Background: an optimization exercise with open tools, aiming at small area, a short achievable clock period and few clock cycles. Do not read the settings as production practice.

==> 10-06: inputs <==
// pgc_units
module pgc_units (
    input  wire        clk,
    input  wire        rst,           
    input  wire        cmd_valid,
    output wire        cmd_ready,
    input  wire [3:0]  cmd_op,
    input  wire [31:0] cmd_opa,
    output reg         rsp_valid,
    output reg         rsp_refused,
    output reg  [31:0] rsp_res
);
Settings: LEC_CHECK=0, CAP_MARGIN=20, CORE_MARGIN=2, CORE_UTILIZATION=40, CTS_BUF_LIST=sky130_fd_sc_hd__clkbuf_4 sky130_fd_sc_hd__clkbuf_8, SETUP_SLACK_MARGIN=5, SLEW_MARGIN=20, SYNTH_HIERARCHICAL=1; clock period 8.0 ns.
standard.sh (not shown) runs the stock make flow with config.mk's settings and CLKGATE_MAP_FILE= SYNTH_SCRIPT=/design/flow/synth_recipe.tcl, a recipe that flattens the netlist after the stock synthesis.
==> flow/flow/run.sh <==
#!/bin/bash
# The standard layout, with one change: the buffer that buffer_ports puts on
# every input and output port is the smallest plain buffer (buf_1) rather
# than the one it picks by default. Each port still gets its own buffer.
set -euo pipefail
export BUFFER_PORTS_ARGS="-buffer_cell sky130_fd_sc_hd__buf_1"
bash standard.sh > standard.log 2>&1
==> 12-15 (differences from 10-06) <==
--- a/flow/design.v
+++ b/flow/design.v
@@ -701,73 +701,73 @@
     wire b_Gs4_30 = (b_Gs3_30 | (b_Ps3_30 & b_Gs3_15));
     wire b_Ps4_30 = (b_Ps3_30 & b_Ps3_15);
     wire b_Gs4_31 = (b_Gs3_31 | (b_Ps3_31 & b_Gs3_15));
     wire b_Ps4_31 = (b_Ps3_31 & b_Ps3_15);
     assign lcg_next[0] = b_p0;
-    assign res_next[0] = lcg_next[0] ^ rsp_res[0];
+    assign res_next[0] = b_p0 ^ rsp_res[0];
     assign lcg_next[1] = b_p1;
-    assign res_next[1] = lcg_next[1] ^ rsp_res[1];
+    assign res_next[1] = b_p1 ^ rsp_res[1];
     assign lcg_next[2] = b_p2;
-    assign res_next[2] = lcg_next[2] ^ rsp_res[2];
+    assign res_next[2] = b_p2 ^ rsp_res[2];
     assign lcg_next[3] = b_p3;
-    assign res_next[3] = lcg_next[3] ^ rsp_res[3];
+    assign res_next[3] = b_p3 ^ rsp_res[3];
     assign lcg_next[4] = b_p4;
-    assign res_next[4] = lcg_next[4] ^ rsp_res[4];
+    assign res_next[4] = b_p4 ^ rsp_res[4];
     assign lcg_next[5] = b_p5;
-    assign res_next[5] = lcg_next[5] ^ rsp_res[5];
+    assign res_next[5] = b_p5 ^ rsp_res[5];
     assign lcg_next[6] = b_p6;
-    assign res_next[6] = lcg_next[6] ^ rsp_res[6];
+    assign res_next[6] = b_p6 ^ rsp_res[6];
     assign lcg_next[7] = b_p7;
-    assign res_next[7] = lcg_next[7] ^ rsp_res[7];
+    assign res_next[7] = b_p7 ^ rsp_res[7];
     assign lcg_next[8] = b_p8;
-    assign res_next[8] = lcg_next[8] ^ rsp_res[8];
+    assign res_next[8] = b_p8 ^ rsp_res[8];
     assign lcg_next[9] = b_p9;
-    assign res_next[9] = lcg_next[9] ^ rsp_res[9];
+    assign res_next[9] = b_p9 ^ rsp_res[9];
     assign lcg_next[10] = b_p10;
-    assign res_next[10] = lcg_next[10] ^ rsp_res[10];
+    assign res_next[10] = b_p10 ^ rsp_res[10];
     assign lcg_next[11] = b_p11;
-    assign res_next[11] = lcg_next[11] ^ rsp_res[11];
+    assign res_next[11] = b_p11 ^ rsp_res[11];
     assign lcg_next[12] = b_p12 ^ b_Gs3_11;
-    assign res_next[12] = lcg_next[12] ^ rsp_res[12];
+    assign res_next[12] = b_p12 ^ rsp_res[12] ^ b_Gs3_11;
     assign lcg_next[13] = b_p13 ^ b_Gs3_12;
-    assign res_next[13] = lcg_next[13] ^ rsp_res[13];
+    assign res_next[13] = b_p13 ^ rsp_res[13] ^ b_Gs3_12;
     assign lcg_next[14] = b_p14 ^ b_Gs3_13;
-    assign res_next[14] = lcg_next[14] ^ rsp_res[14];
+    assign res_next[14] = b_p14 ^ rsp_res[14] ^ b_Gs3_13;
     assign lcg_next[15] = b_p15 ^ b_Gs3_14;
-    assign res_next[15] = lcg_next[15] ^ rsp_res[15];
+    assign res_next[15] = b_p15 ^ rsp_res[15] ^ b_Gs3_14;
     assign lcg_next[16] = b_p16 ^ b_Gs3_15;
-    assign res_next[16] = lcg_next[16] ^ rsp_res[16];
+    assign res_next[16] = b_p16 ^ rsp_res[16] ^ b_Gs3_15;
     assign lcg_next[17] = b_p17 ^ b_Gs4_16;
-    assign res_next[17] = lcg_next[17] ^ rsp_res[17];
+    assign res_next[17] = b_p17 ^ rsp_res[17] ^ b_Gs4_16;
     assign lcg_next[18] = b_p18 ^ b_Gs4_17;
-    assign res_next[18] = lcg_next[18] ^ rsp_res[18];
+    assign res_next[18] = b_p18 ^ rsp_res[18] ^ b_Gs4_17;
     assign lcg_next[19] = b_p19 ^ b_Gs4_18;
-    assign res_next[19] = lcg_next[19] ^ rsp_res[19];
+    assign res_next[19] = b_p19 ^ rsp_res[19] ^ b_Gs4_18;
     assign lcg_next[20] = b_p20 ^ b_Gs4_19;
-    assign res_next[20] = lcg_next[20] ^ rsp_res[20];
+    assign res_next[20] = b_p20 ^ rsp_res[20] ^ b_Gs4_19;
     assign lcg_next[21] = b_p21 ^ b_Gs4_20;
-    assign res_next[21] = lcg_next[21] ^ rsp_res[21];
+    assign res_next[21] = b_p21 ^ rsp_res[21] ^ b_Gs4_20;
     assign lcg_next[22] = b_p22 ^ b_Gs4_21;
-    assign res_next[22] = lcg_next[22] ^ rsp_res[22];
+    assign res_next[22] = b_p22 ^ rsp_res[22] ^ b_Gs4_21;
     assign lcg_next[23] = b_p23 ^ b_Gs4_22;
-    assign res_next[23] = lcg_next[23] ^ rsp_res[23];
+    assign res_next[23] = b_p23 ^ rsp_res[23] ^ b_Gs4_22;
     assign lcg_next[24] = b_p24 ^ b_Gs4_23;
-    assign res_next[24] = lcg_next[24] ^ rsp_res[24];
+    assign res_next[24] = b_p24 ^ rsp_res[24] ^ b_Gs4_23;
     assign lcg_next[25] = b_p25 ^ b_Gs4_24;
-    assign res_next[25] = lcg_next[25] ^ rsp_res[25];
+    assign res_next[25] = b_p25 ^ rsp_res[25] ^ b_Gs4_24;
     assign lcg_next[26] = b_p26 ^ b_Gs4_25;
-    assign res_next[26] = lcg_next[26] ^ rsp_res[26];
+    assign res_next[26] = b_p26 ^ rsp_res[26] ^ b_Gs4_25;
     assign lcg_next[27] = b_p27 ^ b_Gs4_26;
-    assign res_next[27] = lcg_next[27] ^ rsp_res[27];
+    assign res_next[27] = b_p27 ^ rsp_res[27] ^ b_Gs4_26;
     assign lcg_next[28] = b_p28 ^ b_Gs4_27;
-    assign res_next[28] = lcg_next[28] ^ rsp_res[28];
+    assign res_next[28] = b_p28 ^ rsp_res[28] ^ b_Gs4_27;
     assign lcg_next[29] = b_p29 ^ b_Gs4_28;
-    assign res_next[29] = lcg_next[29] ^ rsp_res[29];
+    assign res_next[29] = b_p29 ^ rsp_res[29] ^ b_Gs4_28;
     assign lcg_next[30] = b_p30 ^ b_Gs4_29;
-    assign res_next[30] = lcg_next[30] ^ rsp_res[30];
+    assign res_next[30] = b_p30 ^ rsp_res[30] ^ b_Gs4_29;
     assign lcg_next[31] = b_p31 ^ b_Gs4_30;
-    assign res_next[31] = lcg_next[31] ^ rsp_res[31];
+    assign res_next[31] = b_p31 ^ rsp_res[31] ^ b_Gs4_30;
     assign cmd_ready = ~busy;
     wire accept     = cmd_valid & ~busy;
     wire is_crc_new = cmd_op == OP_CRC_NEW;
     wire is_crc_upd = cmd_op == OP_CRC_UPD;
     wire is_sum16   = cmd_op == OP_CRC_SUM16;
==> 09-09 (differences from 10-06) <==
--- a/flow/design.v
+++ b/flow/design.v
@@ -701,73 +701,73 @@
     wire b_Gs4_30 = (b_Gs3_30 | (b_Ps3_30 & b_Gs3_15));
     wire b_Ps4_30 = (b_Ps3_30 & b_Ps3_15);
     wire b_Gs4_31 = (b_Gs3_31 | (b_Ps3_31 & b_Gs3_15));
     wire b_Ps4_31 = (b_Ps3_31 & b_Ps3_15);
     assign lcg_next[0] = b_p0;
-    assign res_next[0] = lcg_next[0] ^ rsp_res[0];
+    assign res_next[0] = b_p0 ^ rsp_res[0];
     assign lcg_next[1] = b_p1;
-    assign res_next[1] = lcg_next[1] ^ rsp_res[1];
+    assign res_next[1] = b_p1 ^ rsp_res[1];
     assign lcg_next[2] = b_p2;
-    assign res_next[2] = lcg_next[2] ^ rsp_res[2];
+    assign res_next[2] = b_p2 ^ rsp_res[2];
     assign lcg_next[3] = b_p3;
-    assign res_next[3] = lcg_next[3] ^ rsp_res[3];
+    assign res_next[3] = b_p3 ^ rsp_res[3];
     assign lcg_next[4] = b_p4;
-    assign res_next[4] = lcg_next[4] ^ rsp_res[4];
+    assign res_next[4] = b_p4 ^ rsp_res[4];
     assign lcg_next[5] = b_p5;
-    assign res_next[5] = lcg_next[5] ^ rsp_res[5];
+    assign res_next[5] = b_p5 ^ rsp_res[5];
     assign lcg_next[6] = b_p6;
-    assign res_next[6] = lcg_next[6] ^ rsp_res[6];
+    assign res_next[6] = b_p6 ^ rsp_res[6];
     assign lcg_next[7] = b_p7;
-    assign res_next[7] = lcg_next[7] ^ rsp_res[7];
+    assign res_next[7] = b_p7 ^ rsp_res[7];
     assign lcg_next[8] = b_p8;
-    assign res_next[8] = lcg_next[8] ^ rsp_res[8];
+    assign res_next[8] = b_p8 ^ rsp_res[8];
     assign lcg_next[9] = b_p9;
-    assign res_next[9] = lcg_next[9] ^ rsp_res[9];
+    assign res_next[9] = b_p9 ^ rsp_res[9];
     assign lcg_next[10] = b_p10;
-    assign res_next[10] = lcg_next[10] ^ rsp_res[10];
+    assign res_next[10] = b_p10 ^ rsp_res[10];
     assign lcg_next[11] = b_p11;
-    assign res_next[11] = lcg_next[11] ^ rsp_res[11];
+    assign res_next[11] = b_p11 ^ rsp_res[11];
     assign lcg_next[12] = b_p12 ^ b_Gs3_11;
-    assign res_next[12] = lcg_next[12] ^ rsp_res[12];
+    assign res_next[12] = b_p12 ^ rsp_res[12] ^ b_Gs3_11;
     assign lcg_next[13] = b_p13 ^ b_Gs3_12;
-    assign res_next[13] = lcg_next[13] ^ rsp_res[13];
+    assign res_next[13] = b_p13 ^ rsp_res[13] ^ b_Gs3_12;
     assign lcg_next[14] = b_p14 ^ b_Gs3_13;
-    assign res_next[14] = lcg_next[14] ^ rsp_res[14];
+    assign res_next[14] = b_p14 ^ rsp_res[14] ^ b_Gs3_13;
     assign lcg_next[15] = b_p15 ^ b_Gs3_14;
-    assign res_next[15] = lcg_next[15] ^ rsp_res[15];
+    assign res_next[15] = b_p15 ^ rsp_res[15] ^ b_Gs3_14;
     assign lcg_next[16] = b_p16 ^ b_Gs3_15;
-    assign res_next[16] = lcg_next[16] ^ rsp_res[16];
+    assign res_next[16] = b_p16 ^ rsp_res[16] ^ b_Gs3_15;
     assign lcg_next[17] = b_p17 ^ b_Gs4_16;
-    assign res_next[17] = lcg_next[17] ^ rsp_res[17];
+    assign res_next[17] = b_p17 ^ rsp_res[17] ^ b_Gs4_16;
     assign lcg_next[18] = b_p18 ^ b_Gs4_17;
-    assign res_next[18] = lcg_next[18] ^ rsp_res[18];
+    assign res_next[18] = b_p18 ^ rsp_res[18] ^ b_Gs4_17;
     assign lcg_next[19] = b_p19 ^ b_Gs4_18;
-    assign res_next[19] = lcg_next[19] ^ rsp_res[19];
+    assign res_next[19] = b_p19 ^ rsp_res[19] ^ b_Gs4_18;
     assign lcg_next[20] = b_p20 ^ b_Gs4_19;
-    assign res_next[20] = lcg_next[20] ^ rsp_res[20];
+    assign res_next[20] = b_p20 ^ rsp_res[20] ^ b_Gs4_19;
     assign lcg_next[21] = b_p21 ^ b_Gs4_20;
-    assign res_next[21] = lcg_next[21] ^ rsp_res[21];
+    assign res_next[21] = b_p21 ^ rsp_res[21] ^ b_Gs4_20;
     assign lcg_next[22] = b_p22 ^ b_Gs4_21;
-    assign res_next[22] = lcg_next[22] ^ rsp_res[22];
+    assign res_next[22] = b_p22 ^ rsp_res[22] ^ b_Gs4_21;
     assign lcg_next[23] = b_p23 ^ b_Gs4_22;
-    assign res_next[23] = lcg_next[23] ^ rsp_res[23];
+    assign res_next[23] = b_p23 ^ rsp_res[23] ^ b_Gs4_22;
     assign lcg_next[24] = b_p24 ^ b_Gs4_23;
-    assign res_next[24] = lcg_next[24] ^ rsp_res[24];
+    assign res_next[24] = b_p24 ^ rsp_res[24] ^ b_Gs4_23;
     assign lcg_next[25] = b_p25 ^ b_Gs4_24;
-    assign res_next[25] = lcg_next[25] ^ rsp_res[25];
+    assign res_next[25] = b_p25 ^ rsp_res[25] ^ b_Gs4_24;
     assign lcg_next[26] = b_p26 ^ b_Gs4_25;
-    assign res_next[26] = lcg_next[26] ^ rsp_res[26];
+    assign res_next[26] = b_p26 ^ rsp_res[26] ^ b_Gs4_25;
     assign lcg_next[27] = b_p27 ^ b_Gs4_26;
-    assign res_next[27] = lcg_next[27] ^ rsp_res[27];
+    assign res_next[27] = b_p27 ^ rsp_res[27] ^ b_Gs4_26;
     assign lcg_next[28] = b_p28 ^ b_Gs4_27;
-    assign res_next[28] = lcg_next[28] ^ rsp_res[28];
+    assign res_next[28] = b_p28 ^ rsp_res[28] ^ b_Gs4_27;
     assign lcg_next[29] = b_p29 ^ b_Gs4_28;
-    assign res_next[29] = lcg_next[29] ^ rsp_res[29];
+    assign res_next[29] = b_p29 ^ rsp_res[29] ^ b_Gs4_28;
     assign lcg_next[30] = b_p30 ^ b_Gs4_29;
-    assign res_next[30] = lcg_next[30] ^ rsp_res[30];
+    assign res_next[30] = b_p30 ^ rsp_res[30] ^ b_Gs4_29;
     assign lcg_next[31] = b_p31 ^ b_Gs4_30;
-    assign res_next[31] = lcg_next[31] ^ rsp_res[31];
+    assign res_next[31] = b_p31 ^ rsp_res[31] ^ b_Gs4_30;
     assign cmd_ready = ~busy;
     wire accept     = cmd_valid & ~busy;
     wire is_crc_new = cmd_op == OP_CRC_NEW;
     wire is_crc_upd = cmd_op == OP_CRC_UPD;
     wire is_sum16   = cmd_op == OP_CRC_SUM16;
==> flow/flow/run.sh (replaced) <==
#!/bin/bash
set -euo pipefail
export BUFFER_PORTS_ARGS="-buffer_cell sky130_fd_sc_hd__buf_1"
bash standard.sh SETUP_SLACK_MARGIN=5.6 finish > standard.log 2>&1
==> flow_metrics.env <==
export IMPL_cp_start_kind="register"
export IMPL_swShare=0.385
export IMPL_insertion_delay_ns=0.49
export IMPL_worstPathRequired_ns=8.32
export IMPL_outcome="no timing/DRC/antenna violations"
[end of results for 12-15]
==> flow_metrics.env <==
export IMPL_outcome="no timing/DRC/antenna violations"
export IMPL_topRoutingLayerUsed="met4"
export IMPL_worstPathRequired_ns=8.23
export IMPL_r2r_setup_slack_ns=5.06
export IMPL_swShare=0.383
export IMPL_use_met1=0.299
export IMPL_cts_made_buffers=17
[end of results for 09-09]
==> flow_metrics.env <==
export IMPL_critical_path_top_delay_family="simple AND/OR/NAND/NOR gates"
export IMPL_insertion_delay_ns=0.47
export IMPL_timing_fmax_ghz=0.330
export IMPL_hold_violations=0
export IMPL_swShare=0.378
export IMPL_outcome="no timing/DRC/antenna violations"
export IMPL_synthAdderAreaFrac=0.333
export IMPL_r2r_end="pc_q[63]$_DFF_P_"
export IMPL_routed_wl_um=27500
[end of results for 10-06]
No functional check of the RTL was part of any run of this note.

## re-timing with driven ports
Ports are ideal in the flow. The routed layouts listed here were re-timed in OpenROAD. Step 1 assumes that a clkbuf_16 drives the clock port and a buf_2 every other input. Step 2 times the ports against the registers' clock, not the clock port: input delays grow and output delays shrink by t, the midpoint of the rising clock arrivals with the driver on. Three values: no drivers, after step 1, after step 2; two values: the first two.
| run | t (ns) | setup WS [ns] | cell pins on the clock port's net |
|---|---|---|---|
| 10-06 | 0.511 | 4.973 / 4.952 / 4.441 | 1 |
| 12-15 | 0.518 | 5.005 / 5.005 / 4.618 | 1 |
| 09-09 | 0.524 | 5.061 / 5.061 / 4.750 | 1 |
After both steps setup and hold are still met in every run listed. The setup slack of 10-06, which loses most, moves by -0.021 ns with the drivers and by -0.532 ns with both steps.
